From an optimization exercise on the open Yosys and OpenROAD flow, aimed at small area, a short achievable clock period and few clock cycles; shortcuts taken in it are not production practice. In this exercise RTL edits were held to simulation tests only and were not proved equivalent to the original. Power is estimated from default activity; no workload was simulated.

==> design/flow/design.v <==
module crc16_byte (
    input  wire [15:0] crc,
    input  wire [7:0]  din,
    output wire [15:0] nxt
);
    wire [7:0] x = crc[15:8] ^ din;
    wire [7:0] y = x ^ {4'd0, x[7:4]};
    assign nxt = {crc[7:0], 8'd0} ^ {y[3:0], 12'd0} ^ {3'd0, y, 5'd0} ^ {8'd0, y};
endmodule
module od_client (
    input  wire        clk,
    input  wire        rst,
    input  wire        cmd_valid,
    output reg         cmd_ready,
    input  wire        cmd_write,
    input  wire [15:0] cmd_idx,
    input  wire [7:0]  cmd_sub,
    input  wire [2:0]  cmd_wid,
    input  wire        cmd_sgn,
    input  wire [31:0] cmd_val,
    input  wire [31:0] cmd_tmo,
    output reg         tx_valid,
    output reg  [7:0]  tx_data,
    output reg         tx_last,
    input  wire        tx_ready,
    input  wire        txr_valid,
    input  wire        txr_ok,
    output reg         txr_ready,
    input  wire        rx_valid,
    input  wire [7:0]  rx_data,
    output reg         rx_ready,
    input  wire        tick,
    output reg         res_valid,
    output reg  [3:0]  res_kind,
    output reg  [2:0]  res_cause,
    output reg  [31:0] res_info,
    output reg  [31:0] res_val,
    input  wire        res_ready
);
    localparam [7:0] START    = 8'h7E;
    localparam [7:0] ESC      = 8'h7D;
    localparam [7:0] OP_READ  = 8'h01;
    localparam [7:0] OP_WRITE = 8'h02;
    localparam [3:0] K_OK = 4'd0, K_FRAME = 4'd1, K_TIMEOUT = 4'd2,
                     K_PROTO = 4'd3, K_DEVICE = 4'd4, K_WRFAIL = 4'd9,
                     K_CMD = 4'd10;
    localparam [2:0] FE_MARKER = 3'd1, FE_TRUNC = 3'd2, FE_CRC = 3'd4;
    localparam [2:0] PE_OPCODE = 3'd1, PE_SHAPE = 3'd2, PE_WIDTH = 3'd3;
    localparam [2:0] CE_OPERAND = 3'd3;
    localparam [2:0] R_START = 3'd0, R_OPC = 3'd1, R_LEN = 3'd2,
                     R_PAY = 3'd3, R_CLO = 3'd4, R_CHI = 3'd5;
    reg        txing;        
    reg        txend;        
    reg        zpend;        
    reg        wr;
    reg        w1, w2;       
    reg        sgn;
    reg [31:0] tmr;
    reg [3:0]  k;            
    reg        escp;         
    reg [2:0]  rph;
    reg        escf;
    reg        rxany;
    reg [7:0]  rem;          
    reg        opc_bad;
    reg        len_short;
    reg        len_bad;
    reg        lo_ok;
    reg [15:0] crc;
    wire cmd_take = cmd_valid && cmd_ready;
    wire cmd_bad  = !((cmd_wid == 3'd1) || (cmd_wid == 3'd2) || (cmd_wid == 3'd4)) ||
                    (cmd_tmo == 32'd0);
    wire [7:0] cur     = res_info[7:0];
    wire       cur_res = (cur == START) || (cur == ESC);
    wire       tx_adv  = txing && (!tx_valid || tx_ready);
    wire       tx_done = txend && tx_valid && tx_ready;   
    wire rx_take    = rx_valid && rx_ready;
    wire rx_content = (rph != R_START) && (escf || (rx_data != ESC));
    wire rx_body    = rx_content && ((rph == R_OPC) || (rph == R_LEN) || (rph == R_PAY));
    wire pay_a      = rx_content && (rph == R_PAY) && !k[3] && !k[2];
    wire pay_b      = rx_content && (rph == R_PAY) && !k[3] && k[2];
    wire [7:0] fill = {8{sgn & rx_data[7]}};
    wire [15:0] crc_nxt;
    crc16_byte u_crc (.crc(crc), .din(rx_ready ? rx_data : cur), .nxt(crc_nxt));
    wire crc_ok = lo_ok && (crc[15:8] == rx_data);
    wire info_nz  = (res_info != 32'd0);
    wire dev_err  = !opc_bad && !len_short && info_nz;
    wire read_ok  = !opc_bad && !len_short && !info_nz && !len_bad && !wr;
    reg [3:0] pre_kind;
    reg [2:0] pre_cause;
    always @(*) begin
        pre_kind = K_OK; pre_cause = 3'd0;
        if (opc_bad)        begin pre_kind = K_PROTO;  pre_cause = PE_OPCODE; end
        else if (len_short) begin pre_kind = K_PROTO;  pre_cause = PE_SHAPE;  end
        else if (info_nz)   begin pre_kind = K_DEVICE; pre_cause = 3'd0;      end
        else if (len_bad)   begin pre_kind = K_PROTO;  pre_cause = wr ? PE_SHAPE : PE_WIDTH; end
    end
    task fail(input [3:0] kind, input [2:0] cause);
        begin
            zpend     <= 1'b1;
            res_kind  <= kind;
            res_cause <= cause;
            rx_ready  <= 1'b0;
        end
    endtask
    always @(posedge clk) begin
        if (rst) begin
            cmd_ready <= 1'b1;
            txing     <= 1'b0;
            txend     <= 1'b0;
            zpend     <= 1'b0;
            tx_valid  <= 1'b0;
            txr_ready <= 1'b0;
            rx_ready  <= 1'b0;
            res_valid <= 1'b0;
        end else begin
            if (res_valid && res_ready) begin
                res_valid <= 1'b0;
                cmd_ready <= 1'b1;
            end
            if (zpend) begin
                zpend     <= 1'b0;
                res_valid <= 1'b1;
                res_info  <= 32'd0;
                res_val   <= 32'd0;
            end
            if (cmd_take) begin
                cmd_ready <= 1'b0;
                wr        <= cmd_write;
                w1        <= cmd_wid[0];
                w2        <= cmd_wid[1];
                sgn       <= cmd_sgn;
                tmr       <= cmd_tmo;
                res_info  <= {cmd_idx, (cmd_write ? 8'd3 + {5'd0, cmd_wid} : 8'd3),
                              (cmd_write ? OP_WRITE : OP_READ)};
                res_val   <= {cmd_val[23:0], cmd_sub};
                rem       <= cmd_val[31:24];
                k         <= cmd_write ? 4'd7 + {1'b0, cmd_wid} : 4'd7;
                escp      <= 1'b0;
                crc       <= 16'd0;
                tx_data   <= START;
                tx_last   <= 1'b0;
                if (cmd_bad) begin
                    fail(K_CMD, CE_OPERAND);
                end else begin
                    txing    <= 1'b1;
                    tx_valid <= 1'b1;
                end
            end
            if (tx_adv) begin
                tx_valid <= 1'b1;
                if (!escp && cur_res) begin
                    tx_data <= ESC;
                    escp    <= 1'b1;
                end else begin
                    tx_data <= cur;
                    escp    <= 1'b0;
                    k       <= k - 4'd1;
                    if (k >= 4'd3) crc <= crc_nxt;
                    if (k == 4'd3) begin
                        res_info[15:0] <= crc_nxt;
                    end else begin
                        res_info <= {res_val[7:0], res_info[31:8]};
                        res_val  <= {rem, res_val[31:8]};
                    end
                    if (k == 4'd1) begin
                        tx_last <= 1'b1;
                        txing   <= 1'b0;
                        txend   <= 1'b1;
                    end
                end
            end else if (tx_valid && tx_ready) begin
                tx_valid <= 1'b0;
            end
            if (tx_done) begin
                txend     <= 1'b0;
                txr_ready <= 1'b1;
            end
            if (txr_valid && txr_ready) begin
                txr_ready <= 1'b0;
                rph       <= R_START;
                escf      <= 1'b0;
                rxany     <= 1'b0;
                if (txr_ok) rx_ready <= 1'b1;
                else        fail(K_WRFAIL, 3'd0);
            end
            if (rx_ready && (rph == R_CLO || rph == R_CHI)) begin
                res_kind  <= pre_kind;
                res_cause <= pre_cause;
                if (!dev_err) res_info <= 32'd0;
                if (!read_ok) res_val  <= 32'd0;
            end
            if (rx_take) begin
                rxany <= 1'b1;
                if (rph == R_START) begin
                    if (rx_data == START) begin
                        rph  <= R_OPC;
                        crc  <= 16'd0;
                        escf <= 1'b0;
                    end else begin
                        fail(K_FRAME, FE_MARKER);
                    end
                end else begin
                    escf <= !escf && (rx_data == ESC);
                    if (rx_body) crc <= crc_nxt;
                    if (pay_a) res_info <= {rx_data, res_info[31:8]};
                    if (pay_b) begin
                        if (w1)      res_val <= {fill, fill, fill, rx_data};
                        else if (w2) res_val <= {fill, fill, rx_data, res_val[15:8]};
                        else         res_val <= {rx_data, res_val[31:8]};
                    end
                    if (rx_content) begin
                        case (rph)
                        R_OPC: begin
                            opc_bad <= (rx_data != (wr ? OP_WRITE : OP_READ));
                            rph     <= R_LEN;
                        end
                        R_LEN: begin
                            rem       <= rx_data;
                            k         <= 4'd0;
                            len_short <= (rx_data < 8'd4);
                            len_bad   <= (rx_data != (wr ? 8'd4 : w1 ? 8'd5 : w2 ? 8'd6 : 8'd8));
                            rph       <= (rx_data == 8'd0) ? R_CLO : R_PAY;
                        end
                        R_PAY: begin
                            rem <= rem - 8'd1;
                            if (!k[3]) k <= k + 4'd1;
                            if (rem == 8'd1) rph <= R_CLO;
                        end
                        R_CLO: begin
                            lo_ok <= (crc[7:0] == rx_data);
                            rph   <= R_CHI;
                        end
                        default: begin
                            rx_ready <= 1'b0;
                            if (crc_ok) res_valid <= 1'b1;
                            else        fail(K_FRAME, FE_CRC);
                        end
                        endcase
                    end
                end
            end else if (rx_ready && tick) begin
                tmr <= tmr - 32'd1;
                if (tmr == 32'd1) begin
                    if (rxany) fail(K_FRAME, FE_TRUNC);
                    else       fail(K_TIMEOUT, 3'd0);
                end
            end
        end
    end
endmodule
==> design/flow/run.sh <==
#!/bin/bash
# synth_recipe.tcl (not shown) runs the flow's synth.tcl, then flattens the netlist and writes it again
# the make line also repeats each setting of config.mk as NAME=value (left out here)
make -C /OpenROAD-flow-scripts/flow DESIGN_CONFIG=/design/flow/config.mk WORK_HOME=/design/flow/orfs CLKGATE_MAP_FILE= SYNTH_SCRIPT=/design/flow/synth_recipe.tcl finish
==> design/flow/config.mk <==
export PLATFORM = sky130hd
export DESIGN_NAME = od_client
export DESIGN_NICKNAME = od_client
export VERILOG_FILES = /design/flow/design.v
export SDC_FILE = /design/flow/constraint.sdc
export NUM_CORES = 4
export LEC_CHECK = 0
export CAP_MARGIN = 20
export CORE_MARGIN = 2
export CORE_UTILIZATION = 40
export SETUP_SLACK_MARGIN = 2.7
export SLEW_MARGIN = 20
==> design/flow/constraint.sdc <==
create_clock -name core_clock -period 5.0 [get_ports {clk}]
set_input_delay 1.0000 -clock core_clock [delete_from_list [all_inputs] [get_ports {clk}]]
set_output_delay 1.0000 -clock core_clock [all_outputs]
set_load 0.01 [all_outputs]
==> results of run 1 <==
## stage by stage
stage	worst slack, ns	hold slack, ns	utilization (%)	instances
after detailed placement	1.27	0.491	50.1	1573
after CTS	2.51	0.507	61.4	1772
after floorplan	1.19	0.467	-	1096
final	2.49	0.510	65.5	1817
after global placement	1.30	0.484	50.1	1573
after global routing	2.45	0.542	65.4	1816
## area by class of cell
type,instances,share of cell area (%)
diodes,2,0.0297
clock buffers,18,2.54
clock inverters,14,1.06
inverters,22,0.512
multi-input cells,841,40.8
flip-flops and latches,162,28.4
well taps,335,2.49
repair buffers,422,24.1
repair inverters,1,0.0445
## how the worst max path moves through the flow
stage	start	cells past startpoint	end	slack, ns
5_1_grt	res_info[3]	9	res_info[5]	2.45
3_5_place_dp	rx_data[5]	8	res_info[14]	1.27
2_1_floorplan	rst	3	opc_bad	1.19
6_report	res_info[3]	9	res_info[5]	2.49
4_1_cts	rx_data[3]	9	res_info[13]	2.51
3_3_place_gp	rx_data[5]	8	res_info[14]	1.30
## logic make-up after synthesis
kind of cell    count (synthesis)
mux                            20
xor+xnor                       47
buf+inv                       101
fa+ha+maj                      11
simple gates                  425
compound gates                330
flops                         162
## cell usage in the layout, fill, tap and decap left out, types with 18 or more instances in the layout
cell type / count
a21oi_1: 71
a221oi_2: 23
a31oi_1: 18
buf_4: 172
buf_6: 35
clkbuf_16: 21
clkdlybuf4s50_1: 61
dlygate4sd2_1: 101
edfxtp_1: 154
inv_1: 18
nand2_1: 76
nand3_1: 29
nor2_1: 127
o21ai_0: 32
o32ai_2: 29
xnor2_1: 25
## registers in the layout, indices dropped and copies added (netlist names), 3 cells and up
| name | count |
|---|---|
| tx_data | 8 |
| res_cause | 3 |
| tmr | 32 |
| res_info | 32 |
| rph | 3 |
| res_val | 32 |
| rem | 8 |
| k | 4 |
| res_kind | 4 |
| crc | 16 |
## what timing repair did
item	in CTS	in global routing
gates cloned	16	3
setup endpoints to repair	372	119
pin swaps	94	71
buffers inserted	151	40
gates resized for setup	358	136
## report_power, final
group	internal, mW	leakage, nW	switching (mW)
registers	1.66	1.58	0.144
clock network	0.794	0.283	0.601
logic	0.715	4.52	0.719
## metal layers
layer | GRT usage, % | share of wire [%]
met1 | 41.8 | 40
met2 | 47.3 | 46
met3 | 7.87 | 11
met4 | 10.8 | 3.3
met5 | 1.14 | 0.030
==> reports/metrics.yaml, run 1 <==
outcome:
  status: "finished clean"
logic_synthesis:
  ys.flop_type: "edfxtp_1"
  synth_top_area_share_pct: 44.4
  synth_nets: 1217
  synth_compound_area_share_pct: 22.5
  ys_seq_area_share_pct: 46.0
  synth_edf_count: 154
  syn_avg_cell_area_um2: 9.49
  synth.area.mux_share_pct: 1.95
  synth-adder-area-share_pct: 1.32
  synth-seq-cells: 162
  synth_top_cells_by_area: "edfxtp_1 (44%), nor2_1 (5.1%), a21oi_1 (3.7%), a221oi_1 (3.5%), nand2_1 (3.0%)"
  async_reset_ff_share_pct: 0
  synth_warnings: 1
  synth_xor_xnor_area_share_pct: 3.96
  syn_inst: 1096
  synth.most_common_cell: "edfxtp_1"
  synth_common_cells: "edfxtp_1 (154), nor2_1 (141), nand2_1 (84), a21oi_1 (76), clkbuf_1 (60)"
  yosys.area_share.simple_pct: 20.4
  synth_cell_types: 75
  syn_area_um2: 10400
  yosysTopAreaCell: "edfxtp_1"
  synth_top_family_by_area: "compound AO/OA/AOI/OAI gates"
critical_path:
  critPathSlowestCell: "edfxtp_1"
  reg2reg_to: "res_info[5]"
  reg2reg_slack_ns: 2.49
  arrival_ns: 2.69
  path_delay_family: "simple AND/OR/NAND/NOR gates"
  critPathKind: "reg2reg"
  end_kind: "flip-flop"
  path_buf_inv: 3
  worstPathMaxFanout: 9
  crit_path_cell_trace: "buf_4 -> nor4_2 -> and4_4 -> a21oi_2 -> nor2_1 -> buf_6 -> o21bai_4 -> clkbuf_16 -> a221o_1"
  start_kind: "flip-flop"
  cp.required_ns: 5.18
  r2r_cells: 9
  timing.rr.start: "res_info[3]"
  cp_slowest_stage_delay_ns: 0.41
sta:
  period_minus_slack_ns: 2.51
  hold_viol_final: 0
  fin_crit_sh_pct: 50.1
  rsz0062_at_grt: "true"
  tightestPinTransition_ns: 1.03
  setup_viol: 0
  slew_violations: 0
  clock-skew-final_ns: 0.0131
  slew_headroom_pct: 31.4
  finalSetupTns_ns: 0
  max_freq_mhz: 399
cts:
  hold_buffers: 0
  cts_max_level: 4
  tritoncts: "built"
  root_buffer: "clkbuf_16"
  clk_pin_slew_ns: 0.07
  clockBufferDepth: 2
  cts.sink_count: 162
  clock_latency_ns: 0.43
  cts_buffers: 17
hold_path:
  hold_start: "txend"
  min_to: "txend"
  holdPathStages: 1
  min_path_type: "reg2reg"
die:
  io-pin-count: 195
  core-area_um2: 25800
  initial_core_util_pct: 40.4
  die_h_um: 165
  dieArea_um2: 27300
  dieWidth_um: 165
  row_count: 59
placed_design:
  port_buffers: 194
  dpl_cell_area_um2: 12900
  place.gp.congestion: 0.862
  dpl.hpwl_um: 24200
drt:
  drt-initial-drc-count: 1340
  num_vias: 11400
  wire_per_inst_um: 24.1
  firstDrtPassIters: 8
  drcViolationCount: 0
  vias_per_cell: 6.27
  wl_um: 43800
  ant_nets: 0
cells_and_area:
  num-fill-cells: 2006
  ff_latch_area_um2: 4790
  finalInstanceArea_um2: 16900
  nNetsFinal: 1588
  multiInputGateArea_um2: 6890
  drive_above_1_share_pct: 33.7
  synthToLayoutAreaGrowth_pct: 62.1
power:
  finalPower_mw: 4.63
  ir_drop_mv: 0.248
  p_per_area_nw_per_um2: 275
  power_leakage_nw: 6.38
global_route:
  grt_pass1_wl_um: 63500
  track_usage_pct: 30.7
  grt_pass1_vias: 10800
  grt-ovfl-total: 0
  grt_max_degree: 88
  antenna_found_initial: 3
job:
  max_cap_violations: 0
Testbench counts, summed over its fixed seeds: cycles 7,284.
==> run 2, diff against run 1 <==
--- a/design/flow/config.mk
+++ b/design/flow/config.mk
@@ -9,4 +9,3 @@
 export CORE_MARGIN = 2
 export CORE_UTILIZATION = 40
-export SETUP_SLACK_MARGIN = 2.7
 export SLEW_MARGIN = 20
==> reports/metrics.yaml, run 2 <==
drt:
  drt-initial-drc-count: 979  # -27%
  vias_per_cell: 6.14  # -2.0%
  wire_per_inst_um: 21.6  # -10%
  ant_nets: 0  # unchanged
  num_vias: 9852  # -13%
  wl_um: 34700  # -21%
  firstDrtPassIters: 8  # unchanged
  drcViolationCount: 0  # unchanged
global_route:
  grt_pass1_wl_um: 53600  # -16%
  grt_pass1_vias: 9389  # -13%
  antenna_found_initial: 2  # -1
  grt-ovfl-total: 0  # unchanged
  track_usage_pct: 25.5  # -5.1 points
  grt_max_degree: 60  # -32%
power:
  finalPower_mw: 4.10  # -11%
  ir_drop_mv: 0.209  # -16%
  power_leakage_nw: 4.52  # -29%
  p_per_area_nw_per_um2: 309  # +13%
logic_synthesis:
  syn_inst: 1096  # unchanged
  synth_warnings: 1  # unchanged
  synth_cell_types: 75  # unchanged
  ys_seq_area_share_pct: 46.0  # unchanged
  synth_nets: 1217  # unchanged
  synth.most_common_cell: "edfxtp_1"
  synth_top_area_share_pct: 44.4  # unchanged
  ys.flop_type: "edfxtp_1"
  synth_top_cells_by_area: "edfxtp_1 (44%), nor2_1 (5.1%), a21oi_1 (3.7%), a221oi_1 (3.5%), nand2_1 (3.0%)"
  synth_common_cells: "edfxtp_1 (154), nor2_1 (141), nand2_1 (84), a21oi_1 (76), clkbuf_1 (60)"
  synth-seq-cells: 162  # unchanged
  synth_edf_count: 154  # unchanged
  async_reset_ff_share_pct: 0  # unchanged
  yosysTopAreaCell: "edfxtp_1"
  syn_area_um2: 10400  # unchanged
  syn_avg_cell_area_um2: 9.49  # unchanged
placed_design:
  place.gp.congestion: 0.838  # -2.7%
  dpl.hpwl_um: 24000  # -0.82%
  placedCellCount: 1573  # unchanged
  port_buffers: 194  # unchanged
sta:
  slew_violations: 0  # unchanged
  max_freq_mhz: 285  # -29%
  tightestPinTransition_ns: 1.08  # +0.0474 ns
  rsz0062_at_grt: "false"
  period_minus_slack_ns: 3.51  # +1.01 ns
  setup_viol: 0  # unchanged
  finalSetupTns_ns: 0  # unchanged
  hold_viol_final: 0  # unchanged
  fin_crit_sh_pct: 70.3  # +20 points
  slew_headroom_pct: 28.0  # -3.4 points
  clock-skew-final_ns: 0.0144  # +0.00129 ns
die:
  initial_core_util_pct: 40.4  # unchanged
  row_count: 59  # unchanged
  dieWidth_um: 165  # unchanged
  io-pin-count: 195  # unchanged
  core-area_um2: 25800  # unchanged
  dieArea_um2: 27300  # unchanged
  die_h_um: 165  # unchanged
cts:
  post_cts_buffers: 0  # -100%
  cts_buffers: 17  # unchanged
  root_buffer: "clkbuf_16"
  clk_pin_slew_ns: 0.07  # about the same
  clockBufferDepth: 2  # unchanged
  hold_buffers: 0  # unchanged
  tritoncts: "built"
  cts.sink_count: 162  # unchanged
  cts-resized-gates: 0  # -100%
  cts_max_level: 4  # unchanged
  clock_latency_ns: 0.44  # about the same
cells_and_area:
  drive_above_1_share_pct: 6.61  # -27 points
  mostFrequentLayoutCell: "clkdlybuf4s50_1"
  most-common-layout-cells: "clkdlybuf4s50_1 (194), edfxtp_1 (154), nor2_1 (139)"
  synthToLayoutAreaGrowth_pct: 27.5
  reg_top3: "res_info (32), res_val (32), tmr (32)"
  fin_util_pct: 51.5  # -14 points
  nNetsFinal: 1378  # -13%
  stdcell_count: 1605  # -12%
  diodes: 0  # -2
  num-fill-cells: 2379  # +19%
hold_path:
  min_path_type: "reg2reg"
  min_to: "tx_valid"
  holdPathStages: 2  # +1
  hold_start: "txing"
outcome:
  status: "finished clean"
critical_path:
  r2r_cells: 8  # -1
  cp.required_ns: 5.31  # +0.13 ns
  reg2reg_slack_ns: 1.73  # -0.76 ns
  start_kind: "primary input"
  critPathKind: "in2reg"
  end_kind: "flip-flop"
  arrival_ns: 3.82  # +1.13 ns
  timing.rr.start: "rx_ready"
  worstPathMaxFanout: 18  # +9
  reg2reg_to: "res_val[9]"
job:
  max_cap_violations: 0  # unchanged
==> run 2: routing by layer <==
layer  part of all wire [%]  global-route usage, %  routed length [um]  vias to the layer above
met4                    2.6                   8.89                 913                        2
met5                  0.032                      0                  11                        -
met2                     44                   37.8               15100                      468
met3                    7.8                   4.85                2690                       67
met1                     46                   37.3               15900                     4733
li1                       -                      -                   -                     4582
==> run 2: area by class of cell <==
type,count,area [um2],share of cell area (%)
multi-input combinational,833,5220,39.4
sequential,162,4780,36.1
tap,335,419,3.16
clock inverter,15,170,1.28
timing repair buffer,221,2160,16.3
clock buffer,17,425,3.21
inverter,22,85.1,0.641
==> run 2: worst max path at each step <==
stage | start | endpoint | slack (ns) | cells after the start
floorplan | rst | opc_bad | 0.29 | 3
global route | rx_data[0] | k[3] | 1.29 | 8
CTS | tx_ready | res_info[13] | 1.53 | 6
detailed placement | tx_ready | res_info[7] | 1.06 | 6
finish | tx_ready | res_info[7] | 1.49 | 6
global placement | tx_ready | res_info[6] | 1.16 | 6
==> run 2: critical path, stage by stage <==
cell,delay (ns)
clkdlybuf4s50_1,0.48
nand2b_1,0.16
and2_1,0.44
nand3_1,0.60
o21bai_2,0.88
a221o_1,0.27
==> run 2: kinds of logic (layout without fill, tap and decap cells) <==
logic type | after synthesis | after routing | share of synthesized area (%)
mux | 20 | 20 | 1.95
compound gates | 330 | 330 | 22.5
buf+inv | 101 | 275 | 3.90
xor+xnor | 47 | 47 | 3.96
fa+ha+maj | 11 | 11 | 1.32
flops | 162 | 162 | 46.0
simple gates | 425 | 425 | 20.4
==> run 2: stage by stage <==
stage / hold slack (ns) / cell area, um2 / setup slack (ns)
2_1_floorplan: 0.471 / 10400 / 0.289
3_3_place_gp: 0.482 / 12700 / 1.16
3_5_place_dp: 0.491 / 12700 / 1.06
4_1_cts: 0.501 / 13300 / 1.53
5_1_grt: 0.521 / 13300 / 1.29
6_report: 0.504 / 13300 / 1.49
==> run 2: where the power goes <==
group | internal [mW] | switching, mW | total (mW) | leakage (nW)
Clock | 0.750 | 0.612 | 1.36 | 0.288
Sequential | 1.66 | 0.167 | 1.82 | 1.58
Combinational | 0.442 | 0.472 | 0.913 | 2.65

[static timing again, ports no longer ideal]
How much do the figures lean on ideal ports? The routed layouts below were timed once more, with nothing changed but the port constraints. Step 1: set_driving_cell puts a clkbuf_16 on clk and a buf_2 on each other input, an assumption about the parent block. Step 2, shift: input delay + t, output delay - t, t = (earliest + latest rising clock arrival at the registers) / 2. This alone moves slack from input paths to output paths. Slacks: ideal ports / drivers / drivers and shift; pairs: ideal ports / drivers.
run | t, ns | setup slack, ns | worst setup path at the end | slew at the worst register clock pin (ns) | worst slew at a driven data input, ns
run 1 | 0.466 | 2.493 / 2.493 / 2.063 | input to register | 0.07 / 0.07 | 0.07
run 2 | 0.481 | 1.486 / 1.496 / 1.014 | input to register | 0.08 / 0.08 | 0.07
After both steps every run listed still meets setup and hold. The setup slack of run 2, which loses most, moves by +0.010 ns with the drivers and by -0.472 ns with both steps.
